Background: an optimization exercise with open tools, aiming at small area, a short achievable clock period and few clock cycles. Do not read the settings as production practice. No functional check of the RTL was part of this run. Power is estimated from default activity; no workload was simulated.

===== design.v =====
module itmp_crc8_step (
    input  wire [7:0] crc_in,
    input  wire [7:0] data_in,
    output reg  [7:0] crc_out
);
    wire [7:0] idx = crc_in ^ data_in;
    always @(*) begin
        case (idx)
            8'h00: crc_out = 8'h00;
            8'h01: crc_out = 8'h5E;
            8'h02: crc_out = 8'hBC;
            8'h03: crc_out = 8'hE2;
            8'h04: crc_out = 8'h61;
            8'h05: crc_out = 8'h3F;
            8'h06: crc_out = 8'hDD;
            8'h07: crc_out = 8'h83;
            8'h08: crc_out = 8'hC2;
            8'h09: crc_out = 8'h9C;
            8'h0A: crc_out = 8'h7E;
            8'h0B: crc_out = 8'h20;
            8'h0C: crc_out = 8'hA3;
            8'h0D: crc_out = 8'hFD;
            8'h0E: crc_out = 8'h1F;
            8'h0F: crc_out = 8'h41;
            8'h10: crc_out = 8'h9D;
            8'h11: crc_out = 8'hC3;
            8'h12: crc_out = 8'h21;
            8'h13: crc_out = 8'h7F;
            8'h14: crc_out = 8'hFC;
            8'h15: crc_out = 8'hA2;
            8'h16: crc_out = 8'h40;
            8'h17: crc_out = 8'h1E;
            8'h18: crc_out = 8'h5F;
            8'h19: crc_out = 8'h01;
            8'h1A: crc_out = 8'hE3;
            8'h1B: crc_out = 8'hBD;
            8'h1C: crc_out = 8'h3E;
            8'h1D: crc_out = 8'h60;
            8'h1E: crc_out = 8'h82;
            8'h1F: crc_out = 8'hDC;
            8'h20: crc_out = 8'h23;
            8'h21: crc_out = 8'h7D;
            8'h22: crc_out = 8'h9F;
            8'h23: crc_out = 8'hC1;
            8'h24: crc_out = 8'h42;
            8'h25: crc_out = 8'h1C;
            8'h26: crc_out = 8'hFE;
            8'h27: crc_out = 8'hA0;
            8'h28: crc_out = 8'hE1;
            8'h29: crc_out = 8'hBF;
            8'h2A: crc_out = 8'h5D;
            8'h2B: crc_out = 8'h03;
            8'h2C: crc_out = 8'h80;
            8'h2D: crc_out = 8'hDE;
            8'h2E: crc_out = 8'h3C;
            8'h2F: crc_out = 8'h62;
            8'h30: crc_out = 8'hBE;
            8'h31: crc_out = 8'hE0;
            8'h32: crc_out = 8'h02;
            8'h33: crc_out = 8'h5C;
            8'h34: crc_out = 8'hDF;
            8'h35: crc_out = 8'h81;
            8'h36: crc_out = 8'h63;
            8'h37: crc_out = 8'h3D;
            8'h38: crc_out = 8'h7C;
            8'h39: crc_out = 8'h22;
            8'h3A: crc_out = 8'hC0;
            8'h3B: crc_out = 8'h9E;
            8'h3C: crc_out = 8'h1D;
            8'h3D: crc_out = 8'h43;
            8'h3E: crc_out = 8'hA1;
            8'h3F: crc_out = 8'hFF;
            8'h40: crc_out = 8'h46;
            8'h41: crc_out = 8'h18;
            8'h42: crc_out = 8'hFA;
            8'h43: crc_out = 8'hA4;
            8'h44: crc_out = 8'h27;
            8'h45: crc_out = 8'h79;
            8'h46: crc_out = 8'h9B;
            8'h47: crc_out = 8'hC5;
            8'h48: crc_out = 8'h84;
            8'h49: crc_out = 8'hDA;
            8'h4A: crc_out = 8'h38;
            8'h4B: crc_out = 8'h66;
            8'h4C: crc_out = 8'hE5;
            8'h4D: crc_out = 8'hBB;
            8'h4E: crc_out = 8'h59;
            8'h4F: crc_out = 8'h07;
            8'h50: crc_out = 8'hDB;
            8'h51: crc_out = 8'h85;
            8'h52: crc_out = 8'h67;
            8'h53: crc_out = 8'h39;
            8'h54: crc_out = 8'hBA;
            8'h55: crc_out = 8'hE4;
            8'h56: crc_out = 8'h06;
            8'h57: crc_out = 8'h58;
            8'h58: crc_out = 8'h19;
            8'h59: crc_out = 8'h47;
            8'h5A: crc_out = 8'hA5;
            8'h5B: crc_out = 8'hFB;
            8'h5C: crc_out = 8'h78;
            8'h5D: crc_out = 8'h26;
            8'h5E: crc_out = 8'hC4;
            8'h5F: crc_out = 8'h9A;
            8'h60: crc_out = 8'h65;
            8'h61: crc_out = 8'h3B;
            8'h62: crc_out = 8'hD9;
            8'h63: crc_out = 8'h87;
            8'h64: crc_out = 8'h04;
            8'h65: crc_out = 8'h5A;
            8'h66: crc_out = 8'hB8;
            8'h67: crc_out = 8'hE6;
            8'h68: crc_out = 8'hA7;
            8'h69: crc_out = 8'hF9;
            8'h6A: crc_out = 8'h1B;
            8'h6B: crc_out = 8'h45;
            8'h6C: crc_out = 8'hC6;
            8'h6D: crc_out = 8'h98;
            8'h6E: crc_out = 8'h7A;
            8'h6F: crc_out = 8'h24;
            8'h70: crc_out = 8'hF8;
            8'h71: crc_out = 8'hA6;
            8'h72: crc_out = 8'h44;
            8'h73: crc_out = 8'h1A;
            8'h74: crc_out = 8'h99;
            8'h75: crc_out = 8'hC7;
            8'h76: crc_out = 8'h25;
            8'h77: crc_out = 8'h7B;
            8'h78: crc_out = 8'h3A;
            8'h79: crc_out = 8'h64;
            8'h7A: crc_out = 8'h86;
            8'h7B: crc_out = 8'hD8;
            8'h7C: crc_out = 8'h5B;
            8'h7D: crc_out = 8'h05;
            8'h7E: crc_out = 8'hE7;
            8'h7F: crc_out = 8'hB9;
            8'h80: crc_out = 8'h8C;
            8'h81: crc_out = 8'hD2;
            8'h82: crc_out = 8'h30;
            8'h83: crc_out = 8'h6E;
            8'h84: crc_out = 8'hED;
            8'h85: crc_out = 8'hB3;
            8'h86: crc_out = 8'h51;
            8'h87: crc_out = 8'h0F;
            8'h88: crc_out = 8'h4E;
            8'h89: crc_out = 8'h10;
            8'h8A: crc_out = 8'hF2;
            8'h8B: crc_out = 8'hAC;
            8'h8C: crc_out = 8'h2F;
            8'h8D: crc_out = 8'h71;
            8'h8E: crc_out = 8'h93;
            8'h8F: crc_out = 8'hCD;
            8'h90: crc_out = 8'h11;
            8'h91: crc_out = 8'h4F;
            8'h92: crc_out = 8'hAD;
            8'h93: crc_out = 8'hF3;
            8'h94: crc_out = 8'h70;
            8'h95: crc_out = 8'h2E;
            8'h96: crc_out = 8'hCC;
            8'h97: crc_out = 8'h92;
            8'h98: crc_out = 8'hD3;
            8'h99: crc_out = 8'h8D;
            8'h9A: crc_out = 8'h6F;
            8'h9B: crc_out = 8'h31;
            8'h9C: crc_out = 8'hB2;
            8'h9D: crc_out = 8'hEC;
            8'h9E: crc_out = 8'h0E;
            8'h9F: crc_out = 8'h50;
            8'hA0: crc_out = 8'hAF;
            8'hA1: crc_out = 8'hF1;
            8'hA2: crc_out = 8'h13;
            8'hA3: crc_out = 8'h4D;
            8'hA4: crc_out = 8'hCE;
            8'hA5: crc_out = 8'h90;
            8'hA6: crc_out = 8'h72;
            8'hA7: crc_out = 8'h2C;
            8'hA8: crc_out = 8'h6D;
            8'hA9: crc_out = 8'h33;
            8'hAA: crc_out = 8'hD1;
            8'hAB: crc_out = 8'h8F;
            8'hAC: crc_out = 8'h0C;
            8'hAD: crc_out = 8'h52;
            8'hAE: crc_out = 8'hB0;
            8'hAF: crc_out = 8'hEE;
            8'hB0: crc_out = 8'h32;
            8'hB1: crc_out = 8'h6C;
            8'hB2: crc_out = 8'h8E;
            8'hB3: crc_out = 8'hD0;
            8'hB4: crc_out = 8'h53;
            8'hB5: crc_out = 8'h0D;
            8'hB6: crc_out = 8'hEF;
            8'hB7: crc_out = 8'hB1;
            8'hB8: crc_out = 8'hF0;
            8'hB9: crc_out = 8'hAE;
            8'hBA: crc_out = 8'h4C;
            8'hBB: crc_out = 8'h12;
            8'hBC: crc_out = 8'h91;
            8'hBD: crc_out = 8'hCF;
            8'hBE: crc_out = 8'h2D;
            8'hBF: crc_out = 8'h73;
            8'hC0: crc_out = 8'hCA;
            8'hC1: crc_out = 8'h94;
            8'hC2: crc_out = 8'h76;
            8'hC3: crc_out = 8'h28;
            8'hC4: crc_out = 8'hAB;
            8'hC5: crc_out = 8'hF5;
            8'hC6: crc_out = 8'h17;
            8'hC7: crc_out = 8'h49;
            8'hC8: crc_out = 8'h08;
            8'hC9: crc_out = 8'h56;
            8'hCA: crc_out = 8'hB4;
            8'hCB: crc_out = 8'hEA;
            8'hCC: crc_out = 8'h69;
            8'hCD: crc_out = 8'h37;
            8'hCE: crc_out = 8'hD5;
            8'hCF: crc_out = 8'h8B;
            8'hD0: crc_out = 8'h57;
            8'hD1: crc_out = 8'h09;
            8'hD2: crc_out = 8'hEB;
            8'hD3: crc_out = 8'hB5;
            8'hD4: crc_out = 8'h36;
            8'hD5: crc_out = 8'h68;
            8'hD6: crc_out = 8'h8A;
            8'hD7: crc_out = 8'hD4;
            8'hD8: crc_out = 8'h95;
            8'hD9: crc_out = 8'hCB;
            8'hDA: crc_out = 8'h29;
            8'hDB: crc_out = 8'h77;
            8'hDC: crc_out = 8'hF4;
            8'hDD: crc_out = 8'hAA;
            8'hDE: crc_out = 8'h48;
            8'hDF: crc_out = 8'h16;
            8'hE0: crc_out = 8'hE9;
            8'hE1: crc_out = 8'hB7;
            8'hE2: crc_out = 8'h55;
            8'hE3: crc_out = 8'h0B;
            8'hE4: crc_out = 8'h88;
            8'hE5: crc_out = 8'hD6;
            8'hE6: crc_out = 8'h34;
            8'hE7: crc_out = 8'h6A;
            8'hE8: crc_out = 8'h2B;
            8'hE9: crc_out = 8'h75;
            8'hEA: crc_out = 8'h97;
            8'hEB: crc_out = 8'hC9;
            8'hEC: crc_out = 8'h4A;
            8'hED: crc_out = 8'h14;
            8'hEE: crc_out = 8'hF6;
            8'hEF: crc_out = 8'hA8;
            8'hF0: crc_out = 8'h74;
            8'hF1: crc_out = 8'h2A;
            8'hF2: crc_out = 8'hC8;
            8'hF3: crc_out = 8'h96;
            8'hF4: crc_out = 8'h15;
            8'hF5: crc_out = 8'h4B;
            8'hF6: crc_out = 8'hA9;
            8'hF7: crc_out = 8'hF7;
            8'hF8: crc_out = 8'hB6;
            8'hF9: crc_out = 8'hE8;
            8'hFA: crc_out = 8'h0A;
            8'hFB: crc_out = 8'h54;
            8'hFC: crc_out = 8'hD7;
            8'hFD: crc_out = 8'h89;
            8'hFE: crc_out = 8'h6B;
            8'hFF: crc_out = 8'h35;
            default: crc_out = 8'h00;
        endcase
    end
endmodule
module itmp_encoder (
    input  wire       clk,
    input  wire       rst,
    input  wire       s_valid,
    output wire       s_ready,
    input  wire [7:0] s_data,
    input  wire       s_last,
    output reg        tx_valid,
    input  wire       tx_ready,
    output reg  [7:0] tx_data
);
    localparam [7:0] FLAG = 8'h7E;
    localparam [7:0] ESC  = 8'h7D;
    localparam [1:0] E_OPEN  = 2'd0;    
    localparam [1:0] E_BYTE  = 2'd1;    
    localparam [1:0] E_CRC   = 2'd2;    
    localparam [1:0] E_CLOSE = 2'd3;    
    reg  [1:0] state;
    reg  [7:0] crc;
    reg        esc_sent;    
    wire [7:0] crc_next;
    itmp_crc8_step u_crc (.crc_in(crc), .data_in(s_data), .crc_out(crc_next));
    wire [7:0] field     = (state == E_CRC) ? crc : s_data;
    wire       need_esc  = (field == FLAG) || (field == ESC);
    wire       send_esc  = need_esc && !esc_sent;
    always @(*) begin
        tx_valid = 1'b0;
        tx_data  = FLAG;
        case (state)
            E_OPEN: begin
                tx_valid = s_valid;
                tx_data  = FLAG;
            end
            E_BYTE: begin
                tx_valid = s_valid;
                tx_data  = send_esc ? ESC : (esc_sent ? (field ^ 8'h20) : field);
            end
            E_CRC: begin
                tx_valid = 1'b1;
                tx_data  = send_esc ? ESC : (esc_sent ? (field ^ 8'h20) : field);
            end
            E_CLOSE: begin
                tx_valid = 1'b1;
                tx_data  = FLAG;
            end
        endcase
    end
    assign s_ready = (state == E_BYTE) && tx_ready && !send_esc;
    always @(posedge clk) begin
        if (rst) begin
            state    <= E_OPEN;
            crc      <= 8'hFF;
            esc_sent <= 1'b0;
        end else if (tx_valid && tx_ready) begin
            case (state)
                E_OPEN: begin
                    state    <= E_BYTE;
                    crc      <= 8'hFF;
                    esc_sent <= 1'b0;
                end
                E_BYTE: begin
                    if (send_esc) begin
                        esc_sent <= 1'b1;
                    end else begin
                        esc_sent <= 1'b0;
                        crc      <= crc_next;
                        if (s_last)
                            state <= E_CRC;
                    end
                end
                E_CRC: begin
                    if (send_esc) begin
                        esc_sent <= 1'b1;
                    end else begin
                        esc_sent <= 1'b0;
                        state    <= E_CLOSE;
                    end
                end
                E_CLOSE: begin
                    state <= E_OPEN;
                end
            endcase
        end
    end
endmodule
module itmp_decoder #(
    parameter RXBUF_MAX = 64
) (
    input  wire       clk,
    input  wire       rst,
    input  wire       rx_valid,
    output wire       rx_ready,
    input  wire [7:0] rx_data,
    output wire       f_valid,
    input  wire       f_ready,
    output wire [7:0] f_data,
    output wire       f_first,
    output wire       f_last
);
    localparam [7:0] FLAG = 8'h7E;
    localparam [7:0] ESC  = 8'h7D;
    localparam       PW   = $clog2(RXBUF_MAX + 1);    
    localparam       AW   = $clog2(RXBUF_MAX);        
    localparam D_RECV  = 1'b0;
    localparam D_DELIV = 1'b1;
    reg          state;
    reg  [7:0]   rx_buf [0:RXBUF_MAX-1];
    reg  [PW-1:0] rx_pos;
    reg  [7:0]   rx_crc;
    reg          rx_esc;
    reg          rx_ovf;
    reg  [PW-1:0] rd_idx;      
    reg  [PW-1:0] rd_last;     
    wire       take    = rx_valid && rx_ready;
    wire       is_esc  = !rx_esc && (rx_data == ESC);
    wire       is_flag = !rx_esc && (rx_data == FLAG);
    wire [7:0] ubyte   = rx_esc ? (rx_data ^ 8'h20) : rx_data;
    wire       append  = take && !is_esc && !is_flag;
    wire       valid_frame = (rx_pos > 2) && (rx_crc == 8'h00) && !rx_ovf;
    wire [7:0] crc_next;
    itmp_crc8_step u_crc (.crc_in(rx_crc), .data_in(ubyte), .crc_out(crc_next));
    assign rx_ready = (state == D_RECV);
    assign f_valid  = (state == D_DELIV);
    assign f_data   = rx_buf[rd_idx[AW-1:0]];
    assign f_first  = (rd_idx == 0);
    assign f_last   = (rd_idx == rd_last);
    always @(posedge clk) begin
        if (append && rx_pos < RXBUF_MAX)
            rx_buf[rx_pos[AW-1:0]] <= ubyte;
    end
    always @(posedge clk) begin
        if (rst) begin
            state   <= D_RECV;
            rx_pos  <= 0;
            rx_crc  <= 8'hFF;
            rx_esc  <= 1'b0;
            rx_ovf  <= 1'b0;
            rd_idx  <= 0;
            rd_last <= 0;
        end else begin
            case (state)
                D_RECV: begin
                    if (take) begin
                        if (rx_esc) begin
                            rx_esc <= 1'b0;
                        end else if (is_esc) begin
                            rx_esc <= 1'b1;
                        end
                        if (is_flag) begin
                            if (valid_frame) begin
                                state   <= D_DELIV;
                                rd_idx  <= 0;
                                rd_last <= rx_pos - 2;
                            end
                            rx_pos <= 0;
                            rx_crc <= 8'hFF;
                            rx_ovf <= 1'b0;
                        end else if (append) begin
                            if (rx_pos < RXBUF_MAX) begin
                                rx_pos <= rx_pos + 1'b1;
                                rx_crc <= crc_next;
                            end else begin
                                rx_ovf <= 1'b1;
                            end
                        end
                    end
                end
                D_DELIV: begin
                    if (f_ready) begin
                        rd_idx <= rd_idx + 1'b1;
                        if (rd_idx == rd_last)
                            state <= D_RECV;
                    end
                end
            endcase
        end
    end
endmodule
module itmp_codec (
    input  wire       clk,
    input  wire       rst,
    input  wire       s_valid,
    output wire       s_ready,
    input  wire [7:0] s_data,
    input  wire       s_last,
    output wire       tx_valid,
    input  wire       tx_ready,
    output wire [7:0] tx_data,
    input  wire       rx_valid,
    output wire       rx_ready,
    input  wire [7:0] rx_data,
    output wire       f_valid,
    input  wire       f_ready,
    output wire [7:0] f_data,
    output wire       f_first,
    output wire       f_last
);
    itmp_encoder u_enc (
        .clk(clk), .rst(rst),
        .s_valid(s_valid), .s_ready(s_ready), .s_data(s_data), .s_last(s_last),
        .tx_valid(tx_valid), .tx_ready(tx_ready), .tx_data(tx_data)
    );
    itmp_decoder #(.RXBUF_MAX(64)) u_dec (
        .clk(clk), .rst(rst),
        .rx_valid(rx_valid), .rx_ready(rx_ready), .rx_data(rx_data),
        .f_valid(f_valid), .f_ready(f_ready), .f_data(f_data),
        .f_first(f_first), .f_last(f_last)
    );
endmodule

===== run.sh =====
#!/bin/bash
# synth_recipe.tcl (not shown) runs the flow's synth.tcl, then flattens the netlist and writes it again
# the make line also repeats each setting of config.mk as NAME=value (left out here)
make -C /OpenROAD-flow-scripts/flow DESIGN_CONFIG=/design/flow/config.mk WORK_HOME=/design/flow/orfs CLKGATE_MAP_FILE= SYNTH_SCRIPT=/design/flow/synth_recipe.tcl finish

===== config.mk =====
export PLATFORM = sky130hd
export DESIGN_NAME = itmp_codec
export DESIGN_NICKNAME = itmp_codec
export VERILOG_FILES = /design/flow/design.v
export SDC_FILE = /design/flow/constraint.sdc
export NUM_CORES = 4
export LEC_CHECK = 0
export CAP_MARGIN = 20
export CORE_MARGIN = 2
export CORE_UTILIZATION = 40
export SLEW_MARGIN = 20

===== constraint.sdc =====
create_clock -name core_clock -period 6.0 [get_ports {clk}]
set_input_delay 1.2000 -clock core_clock [delete_from_list [all_inputs] [get_ports {clk}]]
set_output_delay 1.2000 -clock core_clock [all_outputs]
set_load 0.01 [all_outputs]

==> flow_summary.json <==
{
  "clockBufferDepth": 3,
  "maxSlewViolCount": 0,
  "antenna_found_initial": 1,
  "cts_buffers": 58,
  "die-width_um": 241.9,
  "wire_per_inst_um": 25.55,
  "grt_pass1_vias": 12200,
  "grt_use_total_pct": 18.56,
  "yosys.area_share.simple_pct": 5.312,
  "core.rowCount": 87,
  "dominantRegCellSynth": "edfxtp_1",
  "grtUsageMet2_pct": 29.17,
  "synth_adder_area_share_pct": 0.7739,
  "post-route-cell-area_um2": 25950,
  "hold_viol": 0,
  "top_usage_layer": "met2",
  "hold_path_class": "flop to flop",
  "clk_latency_ns": 0.62,
  "ys_seq_elements": 561,
  "worst_pin_slew_ns": 1.053,
  "mostFrequentLayoutCells": "edfxtp_1 (512), mux4_2 (127), nor2_1 (98), clkbuf_16 (59), nand2_1 (53)",
  "setup_viol": 0,
  "cp-start-kind": "flop",
  "die_area_um2": 58510,
  "grt_max_degree": 69,
  "drc": 0,
  "finalSetupTns_ns": 0,
  "rsz0062_at_grt": "no",
  "synthXorXnorAreaFrac_pct": 2.758,
  "synth_area_um2": 22640,
  "place_area_um2": 23960,
  "fin_skew_ns": 0.01339,
  "gp_congestion": 0.8052,
  "cts_hold_buf": 0,
  "dp_hpwl_um": 34130,
  "cp.required_ns": 4.80,
  "vdd_ir_drop_max_uv": 228.4,
  "critPathKind": "flop to primary output",
  "diodes": 0,
  "synth_compound_area_share_pct": 3.963,
  "synth_edf_count": 512,
  "design.core.area_um2": 56170,
  "area_growth_syn_to_layout_pct": 14.65,
  "async_flop_share_pct": 0,
  "grtUsageMet3_pct": 2.653,
  "final_common_cell": "edfxtp_1",
  "yosys_warnings": 3,
  "portBuffers": 44,
  "cts_tree": "yes",
  "run_status": "finished clean",
  "die_y_um": 241.9,
  "p_per_area_nw_per_um2": 330.2,
  "critPathArrivalTime_ns": 3.83,
  "fmax_mhz": 198.8,
  "vias": 11860,
  "synth_area_per_cell_um2": 18.24,
  "rr_startpoint": "u_dec.state$_SDFF_PP0_",
  "worstHoldStart": "u_dec.rx_ovf$_SDFFE_PP0P_",
  "grt_pass1_wl_um": 81080,
  "drv_cap": 0,
  "clk_pin_slew_worst_paths_ns": 0.06,
  "period_share_pct": 83.85,
  "pin_count": 45,
  "critical_path.max_fanout": 67,
  "cts_root_buf": "clkbuf_16",
  "ys_types": 63,
  "viasPerCell": 5.610,
  "synth-seq-area-share_pct": 72.26,
  "cp-end-kind": "primary output",
  "slew_headroom_pct": 29.52,
  "synth_mux_area_share_pct": 13.53,
  "wl_um": 54020,
  "ctsResizeCount": 0,
  "syn_nets": 1278,
  "clock_sinks": 561,
  "leakagePower_nw": 7.943,
  "firstDrtPassIters": 7,
  "synthCells": 1241,
  "period_minus_slack_ns": 5.031,
  "antenna_left": 0,
  "drt-initial-drc-count": 1253,
  "initial_core_util_pct": 40.30,
  "final_nets": 1347,
  "drive_gt1_share_pct": 19.15,
  "synth_top_family_by_area": "multiplexers",
  "grt.overflow.total": 0,
  "met1_usage_pct": 27.15,
  "postCtsSetupRepairBufs": 0,
  "h-tree-depth": 2
}
==> synth_stat cells, types with 7 or more instances <==
cell	instances	share of area [%]
edfxtp_1	512	68
mux4_2	127	13
nor2_1	98	1.6
nand2_1	53	0.88
dfxtp_1	49	4.3
xnor2_1	41	1.6
clkbuf_1	36	0.60
a22oi_1	30	0.99
nand3_1	29	0.64
xor2_1	25	0.97
a21oi_1	22	0.49
mux2i_1	18	0.80
o21ai_0	16	0.35
ha_1	14	0.77
inv_1	13	0.22
o22ai_1	13	0.36
buf_2	11	0.24
o32a_1	10	0.44
and2_1	9	0.25
nor3_1	9	0.20
nand4_1	8	0.22
nor2b_1	7	0.19
==> metal layers <==
layer | routed length [um] | share of wire [%] | up-vias
li1 | - | - | 5125
met3 | 2916 | 5.4 | 81
met2 | 25390 | 47 | 420
met4 | 1214 | 2.2 | 0
met5 | 0 | 0 | -
met1 | 24500 | 45 | 6233
==> final timing paths <==
check                                       end  slack, ns  cells after the start
setup / recovery                      f_data[6]       0.97                      6
hold / removal        u_dec.rx_ovf$_SDFFE_PP0P_       0.50                      2
setup reg to reg  u_dec.rx_buf[48][4]$_DFFE_PP_       2.92                      5
hold reg to reg       u_dec.rx_ovf$_SDFFE_PP0P_       0.50                      2
==> registers in the layout (all words and copies together), names as in the netlist, named ones only <==
name and flops:
u_dec.rd_last 7, u_dec.rx_pos 7, u_dec.rx_buf 512, u_dec.rx_ovf 1, u_dec.state 1, u_enc.state 2, u_dec.rx_esc 1, u_enc.crc 8
u_dec.rx_crc 8, u_dec.rd_idx 7, u_enc.esc_sent 1
==> layout make-up <==
type	instances	area, um2
clock buffers	72	1535
clock inverters	36	457.9
fillers	4843	30220
inverters	16	60.06
multi-input cells	607	5981
flip-flops and latches	561	16360
well taps	756	945.9
repair buffers	66	608.1
==> stage by stage <==
step | hold slack [ns] | worst slack, ns | total power [mW] | std cells | util [%]
finish | 0.5001 | 0.9693 | 8.569 | 2114 | 46.20
global route | 0.5367 | 0.9057 | 8.817 | 2114 | 46.20
CTS | 0.5151 | 0.9641 | 8.638 | 2114 | 46.20
detailed placement | 0.5008 | 1.509 | 4.879 | 2006 | 42.66
global placement | 0.4981 | 1.520 | 4.872 | 2006 | 42.66
floorplan | 0.4378 | 2.006 | 4.704 | 1241 | -
==> report_power, final <==
| part | switching, mW | internal [mW] | leakage, nW |
|---|---|---|---|
| registers | 0.0328 | 4.30 | 5.01 |
| clock network | 1.50 | 2.28 | 0.968 |
| logic | 0.261 | 0.201 | 1.97 |
| total | 1.79 | 6.78 | 7.94 |
==> logic make-up after synthesis <==
group | count (synthesis)
adder cells (fa/ha/maj) | 14
XOR/XNOR | 68
multiplexers | 147
AO/OA/AOI/OAI | 126
flip-flops | 561
buffers and inverters | 73
AND/OR/NAND/NOR | 252
==> worst max-delay path: stages (launching register included) <==
cell and delay (ns):
dfxtp_4 0.98, mux4_2 0.43, a221oi_1 0.18, a21o_1 0.24
a222oi_1 0.52, and3_1 0.28, clkdlybuf4s50_1 0.55

## afterwards: timing with drivers on the ports
The results above use ideal ports. As a check the final layout listed here was re-extracted and re-timed, cells and wires unchanged. Step 1, drivers: a clkbuf_16 drives clk and a buf_2 each remaining input, both assumed. Step 2 also shifts input and output timing later by t, the mid clock arrival at the registers, as if the neighbouring blocks saw the same clock. Slacks: ideal ports / drivers / drivers and shift; pairs: ideal ports / drivers.
t (ns): 0.666
setup WS [ns]: 0.969 / 0.914 / 1.469
worst data-port slew with drivers (ns): 0.04
cell pins on the clock port's net: 1
After both steps this run still meets setup and hold. The setup slack of this run moves by -0.055 ns with the drivers and by +0.500 ns with both steps.
